From an optimization exercise on the open Yosys and OpenROAD flow, aimed at small area; shortcuts taken in it are not production practice.
In this exercise RTL edits were held to simulation tests only and were not proved equivalent to the original.
No activity file was given, so power comes from the tool's default toggle rates.

==> flow/design.v <==
module smc (
    input             clk,
    input             rst,
    input      [7:2]  bus_addr,
    input             bus_we,
    input             bus_re,
    input      [31:0] bus_wdata,
    output reg [31:0] bus_rdata,
    output            busy,
    output     [4:0]  step,
    output     [4:0]  dir,
    output     [4:0]  en,
    output            tp_start,
    output     [31:0] tp_period,
    output            tp_stop,
    input             tp_tick,
    input             es_pos,
    input             es_neg
);
    localparam [2:0] RES_NONE = 3'd0, RES_DONE = 3'd1, RES_ABORTED = 3'd2,
                     RES_REJECTED = 3'd3, RES_ILLEGAL = 3'd4;
    localparam MID = 10;    
    reg [31:0] req0, req1, req2, req3, req4;
    reg [32:0] y0, y1, y2, y4;     
    reg [31:0] cur3;               
    reg [31:0] period, tpper;
    reg [1:0]  fmask;
    reg [4:0]  out_step, out_dir, out_en;
    reg [1:0]  act;          
    reg        wt;           
    reg [2:0]  result;
    reg        err, cal, esp, esn, tick;
    reg        tp_start_q, tp_stop_q;
    reg [31:0] rem;          
    reg        cmr;          
    reg        dom_y, dom_z; 
    reg        fst;          
    reg        hp;           
    reg [32:0] ea, eb;       
    wire       bsy = |act;
    wire [1:0] ph  = {bsy & wt, bsy & ~wt};
    assign busy      = bsy;
    assign step      = out_step;
    assign dir       = out_dir;
    assign en        = out_en;
    assign tp_start  = tp_start_q;
    assign tp_stop   = tp_stop_q;
    assign tp_period = tpper;
    wire [2:0]  ra3 = bus_addr[4:2];
    wire        i0 = (ra3 == 3'd0), i1 = (ra3 == 3'd1), i2 = (ra3 == 3'd2),
                i3 = (ra3 == 3'd3), i4 = (ra3 == 3'd4);
    wire [31:0] rq = ({32{i0}} & req0) | ({32{i1}} & req1) | ({32{i2}} & req2) |
                     ({32{i3}} & req3) | ({32{i4}} & req4);
    wire [31:0] ry = ({32{i0}} & y0[31:0]) | ({32{i1}} & y1[31:0]) |
                     ({32{i2}} & y2[31:0]) | ({32{i4}} & y4[31:0]);
    wire [31:0] rcur = rq + ~ry;
    wire        rd_lo  = bus_re & (bus_addr[7:5] == 3'b000);
    wire        rd_req = bus_re & (bus_addr[7:5] == 3'b001);
    wire        rd_cur = bus_re & (bus_addr[7:5] == 3'b010);
    always @* begin
        bus_rdata = ({32{rd_lo & i1}} & {17'd0, 1'b0, act, ph, tick, bsy, esn, esp, cal, err, result, bsy}) |
                    ({32{rd_lo & i2}} & period) |
                    ({32{rd_lo & i3}} & {30'd0, fmask}) |
                    ({32{rd_lo & i4}} & {11'd0, out_en, 3'd0, out_dir, 3'd0, out_step}) |
                    ({32{rd_req & ~ra3[2] | rd_req & i4}} & rq) |
                    ({32{rd_cur & (i0 | i1 | i2 | i4)}} & rcur) |
                    ({32{rd_cur & i3}} & cur3);
    end
    wire [3:0] op  = bus_wdata[3:0];
    wire [4:0] axm = bus_wdata[8:4];
    wire idle_we   = ~bsy & bus_we;
    wire wr_cmd    = idle_we & (bus_addr == 6'h00);
    wire cmd_illegal = (|bus_wdata[31:9]) || (op != 4'h4 && axm != 5'd0) ||
                       (op == 4'h0) || (op[3]);
    wire cmd_ok    = wr_cmd & ~cmd_illegal;
    wire is_move   = (op[3:2] == 2'b00);                
    wire accept    = cmd_ok & is_move & ~err;
    wire reject    = cmd_ok & is_move & err;
    wire c_setpos  = cmd_ok & (op[2:0] == 3'd4);
    wire c_fltclr  = cmd_ok & (op[2:0] == 3'd5);
    wire c_calok   = cmd_ok & (op[2:0] == 3'd6);
    wire c_calfail = cmd_ok & (op[2:0] == 3'd7);
    wire [1:0]  sel = bsy ? act : bus_wdata[1:0];
    wire        l0x = ~sel[1];
    wire        l0r = (sel == 2'd2);
    wire        l0e = (sel == 2'd3);
    genvar g;
    wire [32:0] yl0 = ({33{l0x}} & y0) | ({33{l0r}} & {req3[31], req3}) | ({33{l0e}} & y4);
    wire c0 = l0r ? yl0[32] : ~yl0[32];
    wire c1 = ~y1[32];
    wire c2 = ~y2[32];
    wire [31:0] m0 = yl0[31:0] ^ {32{yl0[32]}};
    wire [31:0] m1 = y1[31:0] ^ {32{y1[32]}};
    wire [31:0] m2 = y2[31:0] ^ {32{y2[32]}};
    wire        pr = ~req3[31] & (|req3);     
    wire        cX = ~y0[32];
    wire [31:0] mX = y0[31:0] ^ {32{y0[32]}};
    wire ge01 = ({mX, cX | ~c1} >= {m1, 1'b1});
    wire [31:0] mw = ge01 ? mX : m1;
    wire        cw = ge01 ? cX : c1;
    wire gew2 = ({mw, cw | ~c2} >= {m2, 1'b1});
    wire ny_y = gew2 & ~ge01;
    wire ny_z = ~gew2;
    wire cy = bsy ? dom_y : (ny_y & ~sel[1]);
    wire cz = bsy ? dom_z : (ny_z & ~sel[1]);
    wire cx = ~cy & ~cz;
    wire [31:0] dm  = ({32{cx}} & m0) | ({32{cy}} & m1) | ({32{cz}} & m2);    
    wire        cm  = (cx & c0) | (cy & c1) | (cz & c2);
    wire ta = ~ea[32];
    wire tb = ~eb[32];
    wire        sel_a = ~bsy | hp;
    wire        ini   = ~bsy | fst;
    wire        tu    = sel_a ? ta : tb;
    wire [32:0] ndm   = ~{1'b0, dm};
    wire [32:0] nhdm  = ~{2'b00, dm[31:1]};
    wire        wry = ~bsy & bus_addr[5];
    wire [32:0] pu = wry ? {bus_wdata[31], bus_wdata} : ini ? nhdm : sel_a ? ea : eb;
    wire        q0 = ~wry & sel_a & ~cx;
    wire        q1 = ~wry & (sel_a ? cx : cz);
    wire        q2 = ~wry & ~sel_a & ~cz;
    wire [32:0] qu = ({33{q0}} & {1'b0, m0}) | ({33{q1}} & {1'b0, m1}) | ({33{q2}} & {1'b0, m2}) |
                     ({33{wry}} & ~{rcur[31], rcur});
    wire        cq = (q0 & c0) | (q1 & c1) | (q2 & c2);
    wire [32:0] ru = (~ini & tu) ? ndm : 33'd0;
    wire        ci = ~wry & (ini ? (~cm & ~dm[0]) : (tu & ~cm));
    wire [32:0] su = pu ^ qu ^ ru;
    wire [32:0] ku = {(pu[31:0] & qu[31:0]) | (pu[31:0] & ru[31:0]) | (qu[31:0] & ru[31:0]), cq};
    wire [32:0] eu;
    smc_add #(.N(33)) u_add (.a(su), .b(ku), .ci(ci), .s(eu));
    wire sta = ta;
    wire stb = ~eu[32];
    wire [32:0] bb;
    wire [31:0] rem_dec;
    assign bb[0] = 1'b1;
    generate
        for (g = 0; g < 32; g = g + 1) begin : g_rem
            assign rem_dec[g] = rem[g] ^ bb[g];
            assign bb[g+1]    = bb[g] & ~rem[g];
        end
    endgenerate
    reg  done;
    wire done_n = bsy ? (cmr ? (&rem) : ~(|rem)) : (~cm & ~(|dm));
    wire s_step  = bsy & ~err & ~wt;
    wire s_iter  = s_step & ~done;
    wire s_fin   = s_step & done;
    wire s_abort = bsy & err;
    wire s_stop  = s_abort | s_fin;
    wire [4:0] tog_dom = (act == 2'd3) ? 5'b10000 :
                         (act == 2'd2) ? 5'b01000 :
                         {2'b00, cz, cy, cx};
    wire [4:0] tog_a   = (act == 2'd1 && sta) ? (cx ? 5'b00010 : 5'b00001) : 5'd0;
    wire [4:0] tog_b   = (act == 2'd1 && stb) ? (cz ? 5'b00010 : 5'b00100) : 5'd0;
    wire       wr_fmask = idle_we & (bus_addr == 6'h03);
    wire       wr_out   = idle_we & (bus_addr == 6'h04);
    wire [1:0] fmask_n  = wr_fmask ? bus_wdata[1:0] : fmask;
    wire       ep = es_pos & ~fmask_n[0];
    wire       en_ = es_neg & ~fmask_n[1];
    wire [31:0] wd  = rst ? 32'd0 : bus_wdata;
    wire wr_q0 = idle_we && bus_addr == 6'h08;
    wire wr_q1 = idle_we && bus_addr == 6'h09;
    wire wr_q2 = idle_we && bus_addr == 6'h0A;
    wire wr_q3 = idle_we && bus_addr == 6'h0B;
    wire wr_q4 = idle_we && bus_addr == 6'h0C;
    wire we_req0 = rst | c_calok | wr_q0;
    wire we_req1 = rst | c_calok | wr_q1;
    wire we_req2 = rst | c_calok | wr_q2;
    wire we_req3 = rst | wr_q3;
    wire we_req4 = rst | wr_q4;
    wire we_per  = rst | (idle_we && bus_addr == 6'h02);
    wire [31:0] wdr = c_calok ? 32'd0 : wd;
    wire one0 = rst | c_calok | (c_setpos & axm[0]) | (s_fin & act == 2'd1);
    wire one1 = rst | c_calok | (c_setpos & axm[1]) | (s_fin & act == 2'd1);
    wire one2 = rst | c_calok | (c_setpos & axm[2]) | (s_fin & act == 2'd1);
    wire one4 = rst | (c_setpos & axm[4]) | (s_fin & act == 2'd3);
    wire ld_cur3 = rst | (c_setpos & axm[3]) | (s_fin & act == 2'd2);
    wire [32:0] ynw = eu | {33{rst | ~idle_we | ~bus_addr[5]}};
    always @(posedge clk) begin
        if (we_req0) req0 <= wdr;
        if (we_req1) req1 <= wdr;
        if (we_req2) req2 <= wdr;
        if (we_req3) req3 <= wd;
        if (we_req4) req4 <= wd;
        if (we_per)  period <= wd;
        if (rst | accept) tpper <= rst ? 32'd0 : period;
        if (one0 | wr_q0) y0 <= ynw;
        if (one1 | wr_q1) y1 <= ynw;
        if (one2 | wr_q2) y2 <= ynw;
        if (one4 | wr_q4) y4 <= ynw;
        if (ld_cur3) cur3 <= rst ? 32'd0 : req3;
    end
    always @(posedge clk) begin
        if (rst) begin
            fmask      <= 2'd0;
            out_step   <= 5'd0;
            out_dir    <= 5'd0;
            out_en     <= 5'd0;
            act        <= 2'd0;
            wt         <= 1'b0;
            result     <= RES_NONE;
            err        <= 1'b0;
            cal        <= 1'b0;
            esp        <= 1'b0;
            esn        <= 1'b0;
            tick       <= 1'b0;
            tp_start_q <= 1'b0;
            tp_stop_q  <= 1'b0;
        end else begin
            tp_start_q <= accept;
            tp_stop_q  <= s_stop;
            fmask <= fmask_n;
            if (wr_out)
                out_en <= bus_wdata[20:16];
            if (wr_out) begin
                out_step <= bus_wdata[4:0];
                out_dir  <= bus_wdata[12:8];
            end else if (accept) begin
                case (op[1:0])
                    2'd1:    out_dir[2:0] <= {c2, c1, c0};
                    2'd2:    out_dir[3]   <= pr;
                    default: out_dir[4]   <= c0;
                endcase
            end else if (s_iter) begin
                out_step <= out_step ^ tog_dom ^ tog_a ^ tog_b;
            end
            if (accept) begin
                act <= op[1:0];
                wt  <= 1'b0;
            end else if (s_stop) begin
                act <= 2'd0;
            end else if (s_iter) begin
                wt  <= 1'b1;
            end else if (bsy && !err && wt && tick) begin
                wt  <= 1'b0;
            end
            if (bsy)
                tick <= s_stop ? 1'b0 : (wt ? tp_tick : (tick | tp_tick));
            else
                tick <= accept & tp_tick;
            if (wr_cmd) begin
                if (cmd_illegal)   result <= RES_ILLEGAL;
                else if (reject)   result <= RES_REJECTED;
                else if (accept)   result <= RES_NONE;
                else               result <= RES_DONE;
            end else if (s_abort) begin
                result <= RES_ABORTED;
            end else if (s_fin) begin
                result <= RES_DONE;
            end
            if (c_setpos || c_fltclr || c_calok) err <= 1'b0;
            if (c_calfail) err <= 1'b1;
            if (c_fltclr) begin esp <= 1'b0; esn <= 1'b0; end
            if (c_calok) cal <= 1'b1;
            if (c_calfail) cal <= 1'b0;
            if (ep) begin esp <= 1'b1; err <= 1'b1; cal <= 1'b0; end
            if (en_) begin esn <= 1'b1; err <= 1'b1; cal <= 1'b0; end
        end
    end
    always @(posedge clk) begin
        hp <= s_iter;
        if (accept | hp) done <= done_n;
        if (accept) begin
            rem        <= dm;
            cmr        <= cm;
            dom_y      <= ny_y & (op[1:0] == 2'd1);
            dom_z      <= ny_z & (op[1:0] == 2'd1);
            fst        <= 1'b1;
        end else if (s_iter) begin
            rem        <= rem_dec;
            fst        <= 1'b0;
        end
        if (accept | hp)
            ea <= eu;
        if (s_iter)
            eb <= eu;
    end
endmodule
module smc_add #(parameter N = 34) (
    input  [N-1:0] a,
    input  [N-1:0] b,
    input          ci,
    output [N-1:0] s
);
    localparam integer TOP = (N > 32) ? 32 : (N > 16) ? 16 : (N > 8) ? 8 : (N > 4) ? 4 : (N > 2) ? 2 : 1;
    reg [N-1:0] g, p, gg, pp;
    integer i, l, d;
    always @* begin
        p = a ^ b;
        g = a & b;
        gg = g;
        pp = p;
        gg[0] = g[0] | (p[0] & ci);
        for (d = 1; d < N; d = d * 2)
            for (i = 2 * d - 1; i < N; i = i + 2 * d) begin
                gg[i] = gg[i] | (pp[i] & gg[i - d]);
                pp[i] = pp[i] & pp[i - d];
            end
        for (d = TOP; d >= 1; d = d / 2)
            for (i = 3 * d - 1; i < N; i = i + 2 * d) begin
                gg[i] = gg[i] | (pp[i] & gg[i - d]);
                pp[i] = pp[i] & pp[i - d];
            end
    end
    assign s = p ^ {gg[N-2:0], ci};
endmodule
==> flow/run.sh <==
#!/bin/bash
# synth_recipe.tcl (not shown) runs the flow's synth.tcl, then flattens the netlist and writes it again
# the make line also repeats each setting of config.mk as NAME=value (left out here)
make -C /OpenROAD-flow-scripts/flow DESIGN_CONFIG=/design/flow/config.mk WORK_HOME=/design/flow/orfs CLKGATE_MAP_FILE= SYNTH_SCRIPT=/design/flow/synth_recipe.tcl finish
==> flow/config.mk <==
export PLATFORM = sky130hd
export DESIGN_NAME = smc
export DESIGN_NICKNAME = smc
export VERILOG_FILES = /design/flow/design.v
export SDC_FILE = /design/flow/constraint.sdc
export NUM_CORES = 4
export LEC_CHECK = 0
export ABC_AREA = 1
export CAP_MARGIN = 0
export CORE_MARGIN = 2
export CORE_UTILIZATION = 65
export CTS_BUF_LIST = sky130_fd_sc_hd__clkbuf_4 sky130_fd_sc_hd__clkbuf_8
export CTS_CLUSTER_DIAMETER = 50
export CTS_CLUSTER_SIZE = 15
export GPL_TIMING_DRIVEN = 0
export PLACE_DENSITY = 0.75
export SLEW_MARGIN = 0
==> flow/constraint.sdc <==
create_clock -name core_clock -period 14.0 [get_ports {clk}]
set_input_delay 2.8000 -clock core_clock [delete_from_list [all_inputs] [get_ports {clk}]]
set_output_delay 2.8000 -clock core_clock [all_outputs]
set_load 0.01 [all_outputs]
==> load_flow_metrics.sql, run 1 <==
INSERT INTO impl_metrics (metric_group, metric, value, unit) VALUES
('run_status', 'outcome', 'complete, but fails checks', ''),
('run_status', 'checkFailReasons', 'max-capacitance violations, max-slew violations', ''),
('layout', 'instances_no_fill', '4181', ''),
('route', 'initialDrtViolationCount', '5217', ''),
('power', 'power.net_switching', '3670', 'uW'),
('setup_path', 'required', '11200', 'ps'),
('power', 'internal_power', '3940', 'uW'),
('place', 'gp_routability_congestion', '1.04', ''),
('clock_network', 'postCtsHoldBufs', '0', ''),
('power', 'vdd_drop_max', '0.000354', 'V'),
('setup_path', 'startpoint_type', 'input pin', ''),
('timing', 'final_hold_violation_count', '0', ''),
('setup_path', 'critical_path_class', 'in2out', ''),
('setup_path', 'critPathMaxStageDelay', '1160', 'ps'),
('clock_network', 'numClockSinks', '522', ''),
('timing', 'skew', '60.4', 'ps'),
('global_routing', 'groute.layer.met1.usage', '0.619', ''),
('timing', 'fmaxAchievable', '0.0728', 'GHz'),
('global_routing', 'grt_first_pass_wirelength', '177', 'mm'),
('global_routing', 'grt_antenna_before_repair', '9', ''),
('global_routing', 'grt_util_all_layers', '0.497', ''),
('power', 'comb_power_share', '0.563', ''),
('global_routing', 'grt_overflow_total', '0', ''),
('timing', 'final-max-slew-violation-count', '11', ''),
('route', 'detail_route.drc_violations', '0', ''),
('setup_path', 'cp_data_arrival_time', '10930', 'ps'),
('timing', 'unrepaired_setup_endpoints_after_global_routing', 'false', ''),
('clock_network', 'insertion_delay', '760', 'ps'),
('die', 'design.die.area', '49700', 'um2'),
('clock_network', 'cts_max_path_buffers', '3', ''),
('power', 'seq_power_share', '0.291', ''),
('logic_synthesis', 'netlist-cell-type-count', '61', ''),
('setup_path', 'cp.buffers_inverters', '9', ''),
('clock_network', 'cts_tree', 'yes', ''),
('global_routing', 'grt_most_used_layer', 'met2', ''),
('layout', 'fill_cells', '3366', ''),
('layout', 'synthToLayoutAreaGrowth', '11.5', '%'),
('power', 'sw_frac_of_total', '0.482', ''),
('layout', 'final_layout_size_suffix_gt1_frac', '0.0553', ''),
('power', 'totalPowerFinal', '7610', 'uW'),
('logic_synthesis', 'syn-instance-count', '3328', ''),
('run', 'maxCapViolations', '1', ''),
('logic_synthesis', 'synth-edff-count', '490', ''),
('die', 'initial_utilization', '0.656', ''),
('timing', 'layout_worst_path_cycle_share', '0.981', ''),
('die', 'chipHeight', '223', 'um'),
('place', 'port-buffer-count', '125', ''),
('logic_synthesis', 'synth_area', '31200', 'um2'),
('power', 'p_per_area', '219', 'nW/um2'),
('route', 'via_count', '28852', ''),
('setup_path', 'crit_path_end_kind', 'output pin', ''),
('logic_synthesis', 'dominantRegCellSynth', 'sky130_fd_sc_hd__edfxtp_1', ''),
('place', 'dp_hpwl', '96.6', 'mm'),
('timing', 'finalSetupTns', '0', 'ps'),
('logic_synthesis', 'postSynthAreaPerCell', '9.37', 'um2'),
('global_routing', 'first_global_vias', '27503', ''),
('die', 'io-pin-count', '127', ''),
('logic_synthesis', 'yosys_reg_bits', '522', ''),
('place', 'dp_cell_count', '4081', ''),
('logic_synthesis', 'total_nets_after_synthesis', '3582', ''),
('route', 'route.detailed.wl_per_inst', '29.8', 'um'),
('global_routing', 'globalRouteMet3Util', '0.153', ''),
('clock_network', 'cts.htree.levels', '2', ''),
('setup_path', 'worst_path_max_delay_cell', 'sky130_fd_sc_hd__clkbuf_1', ''),
('clock_network', 'cts_buffers', '52', ''),
('logic_synthesis', 'synth-async-reset-ratio', '0', ''),
('timing', 'worst_hold_slack', '467', 'ps'),
('route', 'postRouteWirelength', '125', 'mm'),
('timing', 'worst-slew-pin-transition', '1510', 'ps'),
('layout', 'regArea', '15400', 'um2'),
('logic_synthesis', 'number_of_warnings_reported_in_the_yosys_synthesis_log', '2', '');
logic make-up after synthesis:
group / Yosys count / share of synthesized area
simple gates: 1206 / 0.160
compound gates: 651 / 0.133
buf+inv: 575 / 0.0717
flops: 522 / 0.492
fa+ha+maj: 209 / 0.0959
xor+xnor: 163 / 0.0458
mux: 2 / 0.000642
worst reg2reg max path, delay by kind of cell, from the launching register on:
family	cells	cell delay, ps
flip-flops	1	340
buffers and inverters	8	2270
AND/OR/NAND/NOR	25	4070
XOR/XNOR	1	280
adder cells (fa/ha/maj)	6	1910
AO/OA/AOI/OAI	13	2830
layout make-up:
| cell class | instances | area share |
|---|---|---|
| Inverter | 433 | 0.0468 |
| Timing Repair Buffer | 138 | 0.0426 |
| Multi-Input combinational cell | 2231 | 0.394 |
| Clock inverter | 29 | 0.00990 |
| Sequential cell | 522 | 0.442 |
| Buffer | 142 | 0.0175 |
| Tap cell | 615 | 0.0221 |
| Clock buffer | 68 | 0.0248 |
| Antenna cell | 3 | 0.000216 |
routing by layer:
metal / vias up / part of all wire
li1: 11923 / -
met1: 13322 / 0.33
met2: 2882 / 0.41
met3: 713 / 0.16
met4: 12 / 0.10
met5: - / 0.00064
stage by stage:
stage,setup WS [ps],area [um2],util
after floorplan,4490,31200,-
after global placement,1110,33200,0.698
after detailed placement,918,33500,0.706
after CTS,874,34700,0.731
after global routing,33.5,34800,0.731
final,268,34800,0.731
cells in the final DEF, fill, tap and decap left out, drive strengths merged, types with 19 or more instances in the layout:
cell,instances
nand2,637
edfxtp,490
inv,436
nor2,323
o21ai,198
clkbuf,166
ha,159
a21oi,143
clkdlybuf4s50,125
nand3,116
xnor2,107
a221oi,82
buf,57
xor2,56
fa,50
nor3,45
o22ai,44
nand4,37
dfxtp,32
o221ai,29
a31oi,27
a22oi,25
o211ai,24
nor4,23
a22o,21
or2,19
power by group through the flow:
stage,registers [uW],clock network (uW),logic [uW]
global route,2220,1150,4600
CTS,2200,1090,4070
global placement,2240,0,3880
floorplan,2200,0,2740
finish,2210,1120,4280
detailed placement,2240,0,4040
final timing paths:
path / from / to / slack (ps) / cells past startpoint
setup / recovery: bus_addr[4] / bus_rdata[30] / 270 / 28
hold / removal: fst$_SDFFE_PP1P_ / fst$_SDFFE_PP1P_ / 470 / 2
setup reg to reg: y1[32]$_DFFE_PP_ / y2[30]$_DFFE_PP_ / 2010 / 53
hold reg to reg: fst$_SDFFE_PP1P_ / fst$_SDFFE_PP1P_ / 470 / 2
synthesized netlist by cell type (37+ instances only):
library cell	n	area, um2
sky130_fd_sc_hd__a21oi_1	142	711
sky130_fd_sc_hd__a221oi_1	80	701
sky130_fd_sc_hd__clkbuf_1	98	368
sky130_fd_sc_hd__edfxtp_1	490	14700
sky130_fd_sc_hd__fa_1	50	1000
sky130_fd_sc_hd__ha_1	159	1990
sky130_fd_sc_hd__inv_1	421	1580
sky130_fd_sc_hd__nand2_1	629	2360
sky130_fd_sc_hd__nand3_1	113	566
sky130_fd_sc_hd__nand4_1	37	231
sky130_fd_sc_hd__nor2_1	321	1200
sky130_fd_sc_hd__nor3_1	44	220
sky130_fd_sc_hd__o21ai_0	189	946
sky130_fd_sc_hd__o22ai_1	44	275
sky130_fd_sc_hd__xnor2_1	107	937
sky130_fd_sc_hd__xor2_1	56	490
flip-flops by register name (all words and copies together) (netlist names), 2 cells and up:
register  count
rem          32
y2           33
y1           33
ea           33
tpper        32
req2         32
y4           33
out_dir       5
fmask         2
act           2
out_en        5
y0           33
req4         32
eb           33
cur3         32
result        3
req3         32
out_step      5
period       32
req1         32
req0         32
==> run 2: changes to the inputs <==
==> flow/flow/run.sh (new file) <==
#!/bin/bash
set -euo pipefail
export BUFFER_PORTS_ARGS="-buffer_cell sky130_fd_sc_hd__buf_1"
export CTS_ARGS="-sink_clustering_enable -repair_clock_nets -sink_clustering_size 15 -sink_clustering_max_diameter 50 -buf_list {sky130_fd_sc_hd__clkbuf_4 sky130_fd_sc_hd__clkbuf_8} -dont_use_dummy_load"
bash standard.sh finish > standard.log 2>&1
==> flow/standard.sh (new file) <==
#!/bin/bash
# synth_recipe.tcl (not shown) runs the flow's synth.tcl, then flattens the netlist and writes it again
# the make line also repeats each setting of config.mk as NAME=value (left out here)
make -C /OpenROAD-flow-scripts/flow DESIGN_CONFIG=/design/flow/config.mk WORK_HOME=/design/flow/orfs CLKGATE_MAP_FILE= SYNTH_SCRIPT=/design/flow/synth_recipe.tcl "${@:-finish}"
--- a/flow/config.mk
+++ b/flow/config.mk
@@ -8,3 +8,3 @@
 export ABC_AREA = 1
-export CAP_MARGIN = 0
+export CAP_MARGIN = 10
 export CORE_MARGIN = 2
@@ -16,2 +16,2 @@
 export PLACE_DENSITY = 0.75
-export SLEW_MARGIN = 0
+export SLEW_MARGIN = 10
removed: flow/run.sh
==> run 2 against run 1 <==
  * Now clean on timing, DRC and antenna
  * Cell count fell by 0.88%
  * First-iteration DRC count shrank 2.7%
  * Clock power fell by 23%
  * Global-route usage decreased by 0.27 points
  * Critical path depth down 1
  * Register-to-register slack lost 300 ps
  * Synthesized area did not move
  * Worst setup slack improved by 660 ps
  * Non-clock buffer count rose by 7
  * Sequential power about the same
  * Synthesized cell count did not move
  * Maximum frequency increased by 5.0%
  * Critical endpoint unchanged
  * Largest power group unchanged
==> load_flow_metrics.sql, run 2 <==
INSERT INTO impl_metrics (metric_group, metric, value, unit) VALUES
('setup_path', 'ff_to_ff_start', 'y1[32]$_DFFE_PP_', ''),
('hold_path', 'worstHoldPathCells', '2', ''),
('clock_network', 'insertion_delay', '780', 'ps'),
('global_routing', 'grt_antenna_before_repair', '5', ''),
('route', 'detail_route.drc_violations', '0', ''),
('global_routing', 'grt_first_pass_wirelength', '176', 'mm'),
('clock_network', 'cts.htree.levels', '2', ''),
('hold_path', 'timing.hold.worst.class', 'reg2reg', ''),
('setup_path', 'crit_path_end_kind', 'output pin', ''),
('power', 'vdd_drop_max', '0.000322', 'V'),
('logic_synthesis', 'synth.top_cells.by_count', 'sky130_fd_sc_hd__nand2_1, sky130_fd_sc_hd__edfxtp_1, sky130_fd_sc_hd__inv_1', ''),
('logic_synthesis', 'syn-instance-count', '3328', ''),
('clock_network', 'postCtsHoldBufs', '0', ''),
('route', 'postRouteWirelength', '124', 'mm'),
('clock_network', 'cts_max_path_buffers', '3', ''),
('die', 'fp.coreArea', '47500', 'um2'),
('run', 'maxCapViolations', '0', ''),
('place', 'dp_hpwl', '97.4', 'mm'),
('logic_synthesis', 'synth_top_cell_by_area', 'sky130_fd_sc_hd__edfxtp_1', ''),
('layout', 'final_layout_size_suffix_gt1_frac', '0.0457', ''),
('logic_synthesis', 'synth_area_leaders', 'sky130_fd_sc_hd__edfxtp_1, sky130_fd_sc_hd__nand2_1, sky130_fd_sc_hd__ha_1', ''),
('layout', 'regArea', '15400', 'um2'),
('setup_path', 'worst_case_reg_to_reg_path_depth', '55', ''),
('power', 'p_leak', '0.0137', 'uW'),
('place', 'gp_routability_congestion', '1.09', ''),
('layout', 'mostFrequentLayoutCell', 'sky130_fd_sc_hd__nand2_1', ''),
('timing', 'setup-violations-final', '0', ''),
('setup_path', 'r2r_setup_slack', '1710', 'ps'),
('timing', 'skew', '158', 'ps'),
('route', 'route.detailed.vias_per_inst', '6.86', ''),
('power', 'power.share.clock', '0.116', ''),
('layout', 'instances_no_fill', '4144', ''),
('layout', 'synthToLayoutAreaGrowth', '7.88', '%'),
('logic_synthesis', 'total_nets_after_synthesis', '3582', ''),
('global_routing', 'first_global_vias', '27179', ''),
('place', 'port-buffer-count', '125', ''),
('setup_path', 'cp_data_arrival_time', '10280', 'ps'),
('hold_path', 'hold_wc_startpoint', 'fst$_SDFFE_PP1P_', ''),
('setup_path', 'crit_start', 'bus_addr[3]', ''),
('die', 'floorplan.die.width', '223', 'um'),
('logic_synthesis', 'postSynthAreaPerCell', '9.37', 'um2'),
('logic_synthesis', 'dominantRegCellSynth', 'sky130_fd_sc_hd__edfxtp_1', ''),
('setup_path', 'worst_path_max_delay_cell', 'sky130_fd_sc_hd__clkbuf_1', ''),
('place', 'dp_cell_count', '4088', ''),
('logic_synthesis', 'yosys_reg_bits', '522', ''),
('clock_network', 'cts.repair_timing.setup_buffer_count', '0', ''),
('setup_path', 'critical_path_class', 'in2out', ''),
('timing', 'layout_min_cycle_time', '13080', 'ps'),
('timing', 'finalSetupTns', '0', 'ps'),
('timing', 'unrepaired_setup_endpoints_after_global_routing', 'false', ''),
('logic_synthesis', 'synthMostInstantiatedCell', 'sky130_fd_sc_hd__nand2_1', ''),
('timing', 'layout_worst_path_cycle_share', '0.934', ''),
('clock_network', 'cts_tree', 'yes', ''),
('clock_network', 'clockRootBuffer', 'sky130_fd_sc_hd__clkbuf_8', ''),
('clock_network', 'cts_buffers', '52', ''),
('route', 'drt_pre_antenna_iters', '10', ''),
('setup_path', 'path_max_fanout', '10', ''),
('layout', 'fill_cells', '3583', ''),
('power', 'comb_power_share', '0.585', ''),
('logic_synthesis', 'synth-edff-count', '490', ''),
('die', 'design.die.area', '49700', 'um2'),
('setup_path', 'regToRegEndpoint', 'y0[30]$_DFFE_PP_', ''),
('clock_network', 'ctsResizeCount', '0', ''),
('logic_synthesis', 'yosysSeqAreaShare', '0.492', ''),
('timing', 'worst-slew-pin-transition', '1430', 'ps'),
('route', 'initialDrtViolationCount', '5078', ''),
('die', 'placementRows', '80', ''),
('power', 'seq_power_share', '0.299', ''),
('layout', 'multi_input_area', '13700', 'um2'),
('setup_path', 'required', '11200', 'ps'),
('hold_path', 'whs_endpoint', 'fst$_SDFFE_PP1P_', ''),
('power', 'power.net_switching', '3610', 'uW'),
('die', 'initial_utilization', '0.656', ''),
('power', 'sw_frac_of_total', '0.489', ''),
('global_routing', 'grt_overflow_total', '0', ''),
('global_routing', 'grt_util_all_layers', '0.494', ''),
('setup_path', 'critical_path.top_delay_family', 'buffers and inverters', ''),
('die', 'chipHeight', '223', 'um'),
('power', 'internal_power', '3780', 'uW'),
('clock_network', 'numClockSinks', '522', ''),
('logic_synthesis', 'number_of_warnings_reported_in_the_yosys_synthesis_log', '2', ''),
('layout', 'most-common-layout-cells', 'sky130_fd_sc_hd__nand2_1, sky130_fd_sc_hd__edfxtp_1, sky130_fd_sc_hd__inv_1, sky130_fd_sc_hd__nor2_1, sky130_fd_sc_hd__o21ai_0', ''),
('timing', 'final-max-slew-violation-count', '0', ''),
('die', 'io-pin-count', '127', ''),
('route', 'remaining_antenna_violation_count_after_routing', '0', ''),
('clock_network', 'clock_input_transition_at_the_sequential_cells_of_the_worst_setup_and_hold_paths', '90', 'ps'),
('global_routing', 'grt_start_max_net_pins', '33', ''),
('setup_path', 'startpoint_type', 'input pin', ''),
('timing', 'slew_headroom', '0.0478', ''),
('logic_synthesis', 'synth-async-reset-ratio', '0', ''),
('logic_synthesis', 'synth_area', '31200', 'um2'),
('run_status', 'outcome', 'no timing/DRC/antenna violations', ''),
('setup_path', 'critPathMaxStageDelay', '850', 'ps'),
('logic_synthesis', 'netlist-cell-type-count', '61', ''),
('route', 'via_count', '28423', ''),
('logic_synthesis', 'synth_top_cell_area_share', '0.472', ''),
('timing', 'final_hold_violation_count', '0', ''),
('layout', 'num-nets-final', '3781', ''),
('setup_path', 'cp.buffers_inverters', '8', ''),
('timing', 'fmaxAchievable', '0.0765', 'GHz'),
('power', 'p_per_area', '220', 'nW/um2'),
('route', 'route.detailed.wl_per_inst', '30.0', 'um');
==> run 2: cell counts after synthesis <==
No cell type changed its count.
==> run 2: worst max path at each step <==
stage | to | slack, ps | cells after the start
floorplan | bus_rdata[30] | 4490 | 25
global placement | y0[31]$_DFFE_PP_ | 1710 | 39
detailed placement | y1[31]$_DFFE_PP_ | 1550 | 39
CTS | bus_rdata[30] | 1550 | 27
global route | bus_rdata[30] | 940 | 27
finish | bus_rdata[30] | 920 | 27
==> run 2: cell type report <==
| class | count | share of cell area |
|---|---|---|
| Sequential cell | 522 | 0.456 |
| Multi-Input combinational cell | 2231 | 0.408 |
| Inverter | 433 | 0.0484 |
| Timing Repair Buffer | 145 | 0.0251 |
| Tap cell | 615 | 0.0229 |
| Clock buffer | 52 | 0.0213 |
| Buffer | 142 | 0.0181 |
| Antenna cell | 4 | 0.000298 |
==> run 2: through the flow <==
stage	total power (uW)	util	worst slack, ps	instance area (um2)	hold WS, ps
detailed placement	6330	0.692	1550	32900	454
CTS	7150	0.707	1550	33600	472
finish	7390	0.708	924	33600	471
global placement	6170	0.682	1710	32400	448
floorplan	4950	-	4490	31200	428
global route	7720	0.707	943	33600	488
==> run 2: cell families after synthesis <==
family | after synthesis | share of synthesized area
AND/OR/NAND/NOR | 1206 | 0.160
AO/OA/AOI/OAI | 651 | 0.133
buffers and inverters | 575 | 0.0717
flip-flops | 522 | 0.492
adder cells (fa/ha/maj) | 209 | 0.0959
XOR/XNOR | 163 | 0.0458
multiplexers | 2 | 0.000642
==> run 2: power groups by stage <==
stage / sequential, uW / combinational [uW] / clock [uW]
final: 2210 / 4330 / 857
after global routing: 2210 / 4620 / 885
after CTS: 2200 / 4110 / 835
after detailed placement: 2240 / 4090 / 0
after global placement: 2230 / 3930 / 0
after floorplan: 2200 / 2740 / 0
==> run 2: metal layers <==
| metal | track usage | part of all wire |
|---|---|---|
| met5 | 0 | 0 |
| met4 | 0.404 | 0.11 |
| met3 | 0.142 | 0.15 |
| met2 | 0.711 | 0.41 |
| met1 | 0.623 | 0.33 |
==> run 2: tightest hold or removal path, delay by kind of cell, from the launching register on <==
family           cells  cell delay (ps)
flip-flops           1              320
AND/OR/NAND/NOR      2              120
==> run 3: changes to the inputs <==
--- a/flow/design.v
+++ b/flow/design.v
@@ -21,3 +21,2 @@
                      RES_REJECTED = 3'd3, RES_ILLEGAL = 3'd4;
-    localparam MID = 10;    
     reg [31:0] req0, req1, req2, req3, req4;
@@ -33,3 +32,3 @@
     reg        tp_start_q, tp_stop_q;
-    reg [31:0] rem;          
+    reg [31:0] nrem;         
     reg        cmr;          
@@ -38,3 +37,3 @@
     reg        hp;           
-    reg [32:0] ea, eb;       
+    reg [32:0] e1, e2;       
     wire       bsy = |act;
@@ -97,6 +96,8 @@
     wire [31:0] mX = y0[31:0] ^ {32{y0[32]}};
-    wire ge01 = ({mX, cX | ~c1} >= {m1, 1'b1});
+    wire ge01;
+    smc_ge u_ge01 (.a(mX), .b(m1), .ci(cX | ~c1), .ge(ge01));
     wire [31:0] mw = ge01 ? mX : m1;
     wire        cw = ge01 ? cX : c1;
-    wire gew2 = ({mw, cw | ~c2} >= {m2, 1'b1});
+    wire gew2;
+    smc_ge u_gew2 (.a(mw), .b(m2), .ci(cw | ~c2), .ge(gew2));
     wire ny_y = gew2 & ~ge01;
@@ -108,7 +109,5 @@
     wire        cm  = (cx & c0) | (cy & c1) | (cz & c2);
-    wire ta = ~ea[32];
-    wire tb = ~eb[32];
     wire        sel_a = ~bsy | hp;
     wire        ini   = ~bsy | fst;
-    wire        tu    = sel_a ? ta : tb;
+    wire        tu    = ~e2[32];
     wire [32:0] ndm   = ~{1'b0, dm};
@@ -116,3 +115,3 @@
     wire        wry = ~bsy & bus_addr[5];
-    wire [32:0] pu = wry ? {bus_wdata[31], bus_wdata} : ini ? nhdm : sel_a ? ea : eb;
+    wire [32:0] pu = wry ? {bus_wdata[31], bus_wdata} : ini ? nhdm : e2;
     wire        q0 = ~wry & sel_a & ~cx;
@@ -129,6 +128,6 @@
     smc_add #(.N(33)) u_add (.a(su), .b(ku), .ci(ci), .s(eu));
-    wire sta = ta;
+    wire sta = ~e1[32];
     wire stb = ~eu[32];
     wire [32:0] bb;
-    wire [31:0] rem_dec;
+    wire [31:0] nrem_inc;
     assign bb[0] = 1'b1;
@@ -136,4 +135,4 @@
         for (g = 0; g < 32; g = g + 1) begin : g_rem
-            assign rem_dec[g] = rem[g] ^ bb[g];
-            assign bb[g+1]    = bb[g] & ~rem[g];
+            assign nrem_inc[g] = nrem[g] ^ bb[g];
+            assign bb[g+1]     = bb[g] & nrem[g];
         end
@@ -141,3 +140,3 @@
     reg  done;
-    wire done_n = bsy ? (cmr ? (&rem) : ~(|rem)) : (~cm & ~(|dm));
+    wire done_n = bsy ? (cmr ? ~(|nrem) : (&nrem)) : (~cm & ~(|dm));
     wire s_step  = bsy & ~err & ~wt;
@@ -261,3 +260,3 @@
         if (accept) begin
-            rem        <= dm;
+            nrem       <= ~dm;
             cmr        <= cm;
@@ -267,9 +266,9 @@
         end else if (s_iter) begin
-            rem        <= rem_dec;
+            nrem       <= nrem_inc;
             fst        <= 1'b0;
         end
-        if (accept | hp)
-            ea <= eu;
-        if (s_iter)
-            eb <= eu;
+        if (accept | hp | s_iter) begin
+            e1 <= eu;
+            e2 <= e1;
+        end
     end
@@ -304 +303,21 @@
 endmodule
+module smc_ge (
+    input  [31:0] a,
+    input  [31:0] b,
+    input         ci,
+    output        ge
+);
+    reg [31:0] g, p;
+    integer i, d;
+    always @* begin
+        g = a & ~b;
+        p = a | ~b;
+        g[0] = g[0] | (p[0] & ci);
+        for (d = 1; d < 32; d = d * 2)
+            for (i = 2 * d - 1; i < 32; i = i + 2 * d) begin
+                g[i] = g[i] | (p[i] & g[i - d]);
+                p[i] = p[i] & p[i - d];
+            end
+    end
+    assign ge = g[31];
+endmodule
--- a/flow/config.mk
+++ b/flow/config.mk
@@ -10,3 +10,3 @@
 export CORE_MARGIN = 2
-export CORE_UTILIZATION = 65
+export CORE_UTILIZATION = 70
 export CTS_BUF_LIST = sky130_fd_sc_hd__clkbuf_4 sky130_fd_sc_hd__clkbuf_8
@@ -15,3 +15,3 @@
 export GPL_TIMING_DRIVEN = 0
-export PLACE_DENSITY = 0.75
+export PLACE_DENSITY = 0.8
 export SLEW_MARGIN = 10
==> run 3 against run 2 <==
  * Synthesized cell count down 1.1%
  * Sequential share of layout area up 1.3 points
  * Maximum frequency is 2.2% higher
  * Non-clock buffer count is 17 lower
  * Clock-buffer cell count fell by 2
  * Register-to-register slack better by 1200 ps
  * Clock skew fell by 66 ps
  * Design area shrank 2.7%
  * Routed wire length is 5.5% lower
  * Clock power is 2% lower
  * Cell count fell by 1.9%
  * Largest cell class unchanged
  * Highest routed layer is now met5
==> load_flow_metrics.sql, run 3 <==
INSERT INTO impl_metrics (metric_group, metric, value, unit) VALUES
('logic_synthesis', 'synth_area', '30500', 'um2'),
('route', 'route.detailed.wl_per_inst', '28.9', 'um'),
('logic_synthesis', 'synth-async-reset-ratio', '0', ''),
('timing', 'worst-slew-pin-transition', '1360', 'ps'),
('setup_path', 'crit_path_end_kind', 'flip-flop', ''),
('die', 'floorplan.die.width', '213', 'um'),
('clock_network', 'cts.repair_timing.setup_buffer_count', '0', ''),
('global_routing', 'grt_overflow_total', '0', ''),
('place', 'dp_hpwl', '89.7', 'mm'),
('logic_synthesis', 'total_nets_after_synthesis', '3482', ''),
('layout', 'instances_no_fill', '4065', ''),
('clock_network', 'cts_max_path_buffers', '3', ''),
('timing', 'final-max-slew-violation-count', '0', ''),
('power', 'p_per_area', '199', 'nW/um2'),
('logic_synthesis', 'synth_area_leaders', 'sky130_fd_sc_hd__edfxtp_1, sky130_fd_sc_hd__nand2_1, sky130_fd_sc_hd__inv_1', ''),
('setup_path', 'worst_case_reg_to_reg_path_depth', '60', ''),
('global_routing', 'grt_start_max_net_pins', '52', ''),
('setup_path', 'required', '14550', 'ps'),
('logic_synthesis', 'yosys_reg_bits', '522', ''),
('setup_path', 'critical_path_class', 'in2reg', ''),
('power', 'p_leak', '0.0131', 'uW'),
('setup_path', 'regToRegEndpoint', 'out_step[2]$_SDFFE_PP0P_', ''),
('logic_synthesis', 'syn-instance-count', '3291', ''),
('logic_synthesis', 'synth.top_cells.by_count', 'sky130_fd_sc_hd__nand2_1, sky130_fd_sc_hd__edfxtp_1, sky130_fd_sc_hd__inv_1', ''),
('layout', 'fill_cells', '3000', ''),
('setup_path', 'startpoint_type', 'input pin', ''),
('global_routing', 'grt_first_pass_wirelength', '167', 'mm'),
('route', 'via_count', '28339', ''),
('power', 'vdd_drop_max', '0.000260', 'V'),
('die', 'initial_utilization', '0.709', ''),
('timing', 'fin_ws', '1200', 'ps'),
('logic_synthesis', 'postSynthAreaPerCell', '9.26', 'um2'),
('power', 'power.share.clock', '0.129', ''),
('die', 'fp.coreArea', '43000', 'um2'),
('clock_network', 'cts.htree.levels', '2', ''),
('setup_path', 'path_max_fanout', '10', ''),
('timing', 'fmaxAchievable', '0.0782', 'GHz'),
('layout', 'final_util', '0.762', ''),
('die', 'design.die.area', '45200', 'um2'),
('hold_path', 'whs_endpoint', 'e2[10]$_DFFE_PP_', ''),
('setup_path', 'r2r_setup_slack', '2930', 'ps'),
('route', 'detail_route.drc_violations', '0', ''),
('logic_synthesis', 'number_of_warnings_reported_in_the_yosys_synthesis_log', '3', ''),
('layout', 'synthToLayoutAreaGrowth', '7.45', '%'),
('timing', 'slew_headroom', '0.0928', ''),
('setup_path', 'critPathMaxStageDelay', '860', 'ps'),
('layout', 'num-nets-final', '3671', ''),
('timing', 'unrepaired_setup_endpoints_after_global_routing', 'false', ''),
('layout', 'final_layout_size_suffix_gt1_frac', '0.0469', ''),
('global_routing', 'first_global_vias', '26609', ''),
('die', 'io-pin-count', '127', ''),
('timing', 'setup-violations-final', '0', ''),
('place', 'gp_routability_congestion', '1.09', ''),
('clock_network', 'numClockSinks', '522', ''),
('setup_path', 'ff_to_ff_start', 'y1[32]$_DFFE_PP_', ''),
('clock_network', 'clockRootBuffer', 'sky130_fd_sc_hd__clkbuf_8', ''),
('clock_network', 'cts_tree', 'yes', ''),
('logic_synthesis', 'dominantRegCellSynth', 'sky130_fd_sc_hd__edfxtp_1', ''),
('timing', 'layout_min_cycle_time', '12800', 'ps'),
('timing', 'finalSetupTns', '0', 'ps'),
('timing', 'skew', '91.3', 'ps'),
('place', 'dpl_cell_area', '32000', 'um2'),
('clock_network', 'postCtsHoldBufs', '0', ''),
('logic_synthesis', 'synth-edff-count', '490', ''),
('layout', 'postLayoutCellArea', '32700', 'um2'),
('setup_path', 'cp_data_arrival_time', '13340', 'ps'),
('die', 'chipHeight', '213', 'um'),
('timing', 'final_hold_violation_count', '0', ''),
('route', 'initialDrtViolationCount', '5657', ''),
('power', 'internal_power', '3430', 'uW'),
('setup_path', 'cpMostUsedCell', 'sky130_fd_sc_hd__nand2_1', ''),
('hold_path', 'worstHoldPathCells', '0', ''),
('logic_synthesis', 'synthMostInstantiatedCell', 'sky130_fd_sc_hd__nand2_1', ''),
('die', 'placementRows', '76', ''),
('route', 'remaining_antenna_violation_count_after_routing', '0', ''),
('route', 'drt_pre_antenna_iters', '10', ''),
('logic_synthesis', 'netlist-cell-type-count', '60', ''),
('clock_network', 'clock_input_transition_at_the_sequential_cells_of_the_worst_setup_and_hold_paths', '100', 'ps'),
('place', 'port-buffer-count', '125', ''),
('power', 'seq_power_share', '0.315', ''),
('clock_network', 'ctsResizeCount', '0', ''),
('power', 'power.net_switching', '3080', 'uW'),
('place', 'dp_cell_count', '4013', ''),
('hold_path', 'timing.hold.worst.class', 'reg2reg', ''),
('global_routing', 'grt_util_all_layers', '0.521', ''),
('global_routing', 'grt_antenna_before_repair', '5', ''),
('layout', 'most-common-layout-cells', 'sky130_fd_sc_hd__nand2_1, sky130_fd_sc_hd__edfxtp_1, sky130_fd_sc_hd__inv_1, sky130_fd_sc_hd__nor2_1, sky130_fd_sc_hd__o21ai_0', ''),
('power', 'sw_frac_of_total', '0.473', ''),
('route', 'route.detailed.vias_per_inst', '6.97', ''),
('run_status', 'outcome', 'no timing/DRC/antenna violations', ''),
('route', 'postRouteWirelength', '117', 'mm'),
('timing', 'layout_worst_path_cycle_share', '0.914', ''),
('run', 'maxCapViolations', '0', ''),
('setup_path', 'worst_path_max_delay_cell', 'sky130_fd_sc_hd__a21boi_0', ''),
('logic_synthesis', 'synth_top_cell_by_area', 'sky130_fd_sc_hd__edfxtp_1', ''),
('clock_network', 'cts_buffers', '50', ''),
('hold_path', 'hold_wc_startpoint', 'e1[10]$_DFFE_PP_', ''),
('layout', 'mostFrequentLayoutCell', 'sky130_fd_sc_hd__nand2_1', ''),
('power', 'comb_power_share', '0.556', ''),
('place', 'detailedPlace.worstSlack', '1460', 'ps'),
('clock_network', 'insertion_delay', '730', 'ps'),
('logic_synthesis', 'yosysSeqAreaShare', '0.504', ''),
('logic_synthesis', 'synth_top_cell_area_share', '0.483', '');
## run 3: power groups by stage
stage          logic, uW  clock network, uW  registers (uW)
2_1_floorplan       2340                  0            2050
3_3_place_gp        3240                  0            2070
3_5_place_dp        3390                  0            2080
4_1_cts             3420                809            2040
5_1_grt             3850                864            2050
6_report            3620                838            2050
## run 3: worst max path at each step
stage	startpoint	end	slack, ps	cells after the start
detailed placement	bus_wdata[1]	y2[31]$_DFFE_PP_	1460	37
floorplan	bus_addr[3]	bus_rdata[30]	4460	30
global placement	bus_wdata[1]	y4[31]$_DFFE_PP_	1760	37
CTS	bus_addr[4]	bus_rdata[30]	1830	29
global route	bus_wdata[1]	out_step[2]$_SDFFE_PP0P_	1120	39
finish	bus_wdata[1]	out_step[2]$_SDFFE_PP0P_	1200	39
## run 3: layer usage
layer,routed length [um],GRT usage,vias to the layer above
met5,26,0,-
met4,12900,0.434,4
met3,19100,0.173,793
met2,48500,0.752,2972
met1,36900,0.635,12933
li1,-,-,11637
## run 3: metrics by stage
stage,hold WS [ps],total power (uW)
finish,393,6500
global route,389,6770
CTS,396,6270
detailed placement,405,5460
global placement,401,5320
floorplan,400,4390
## run 3: area by class of cell
cell class	count	area, um2	share of cell area
Timing Repair Buffer	137	714	0.0218
Multi-Input combinational cell	2266	13200	0.403
Clock buffer	50	688	0.0210
Sequential cell	522	15400	0.469
Inverter	370	1390	0.0425
Antenna cell	2	5.00	0.000153
Buffer	133	649	0.0198
Tap cell	585	732	0.0224
## run 3: cell families after synthesis
| group | after synthesis | share of synthesized area |
|---|---|---|
| AOI/OAI and AO/OA | 606 | 0.128 |
| xor gates and xnor gates | 157 | 0.0471 |
| adders and majority gates | 146 | 0.0723 |
| buffers and inverters | 503 | 0.0670 |
| DFF | 522 | 0.504 |
| and+or+nand+nor | 1357 | 0.182 |
## run 3: critical path: cells and delay by family
kind                       cells  cell delay, ps
AOI/OAI and AO/OA             10            3250
and+or+nand+nor               20            3390
adders and majority gates      3            1390
buffers and inverters          5            2110
xor gates and xnor gates       1             380

## port drivers added, routing unchanged
How much do the figures lean on ideal ports? The routed layouts below were timed once more, with nothing changed but the port constraints.
Step 1, drivers: a clkbuf_16 drives clk and a buf_2 each remaining input, both assumed.
Step 2 moves the port delays by t, midway between the first and last clock arrival at a register: inputs arrive t later, outputs are due t later. That takes back most of the time a late clock gives input paths.
a / b / c = no drivers / after step 1 / after step 2; a / b = the first two.
run	shift t [ns]	slack for setup (ns)	worst setup path after step 2	clock arrival spread, ns
run 1	0.796	0.268 / 0.246 / 0.203	input to register	0.061 / 0.060
run 2	0.760	0.924 / 0.902 / 0.822	input to register	0.158 / 0.157
run 3	0.748	1.204 / 1.237 / 0.489	input to register	0.094 / 0.094
For run 3, which loses most, drivers alone change the setup slack by +0.033 ns; drivers and shift together by -0.715 ns.
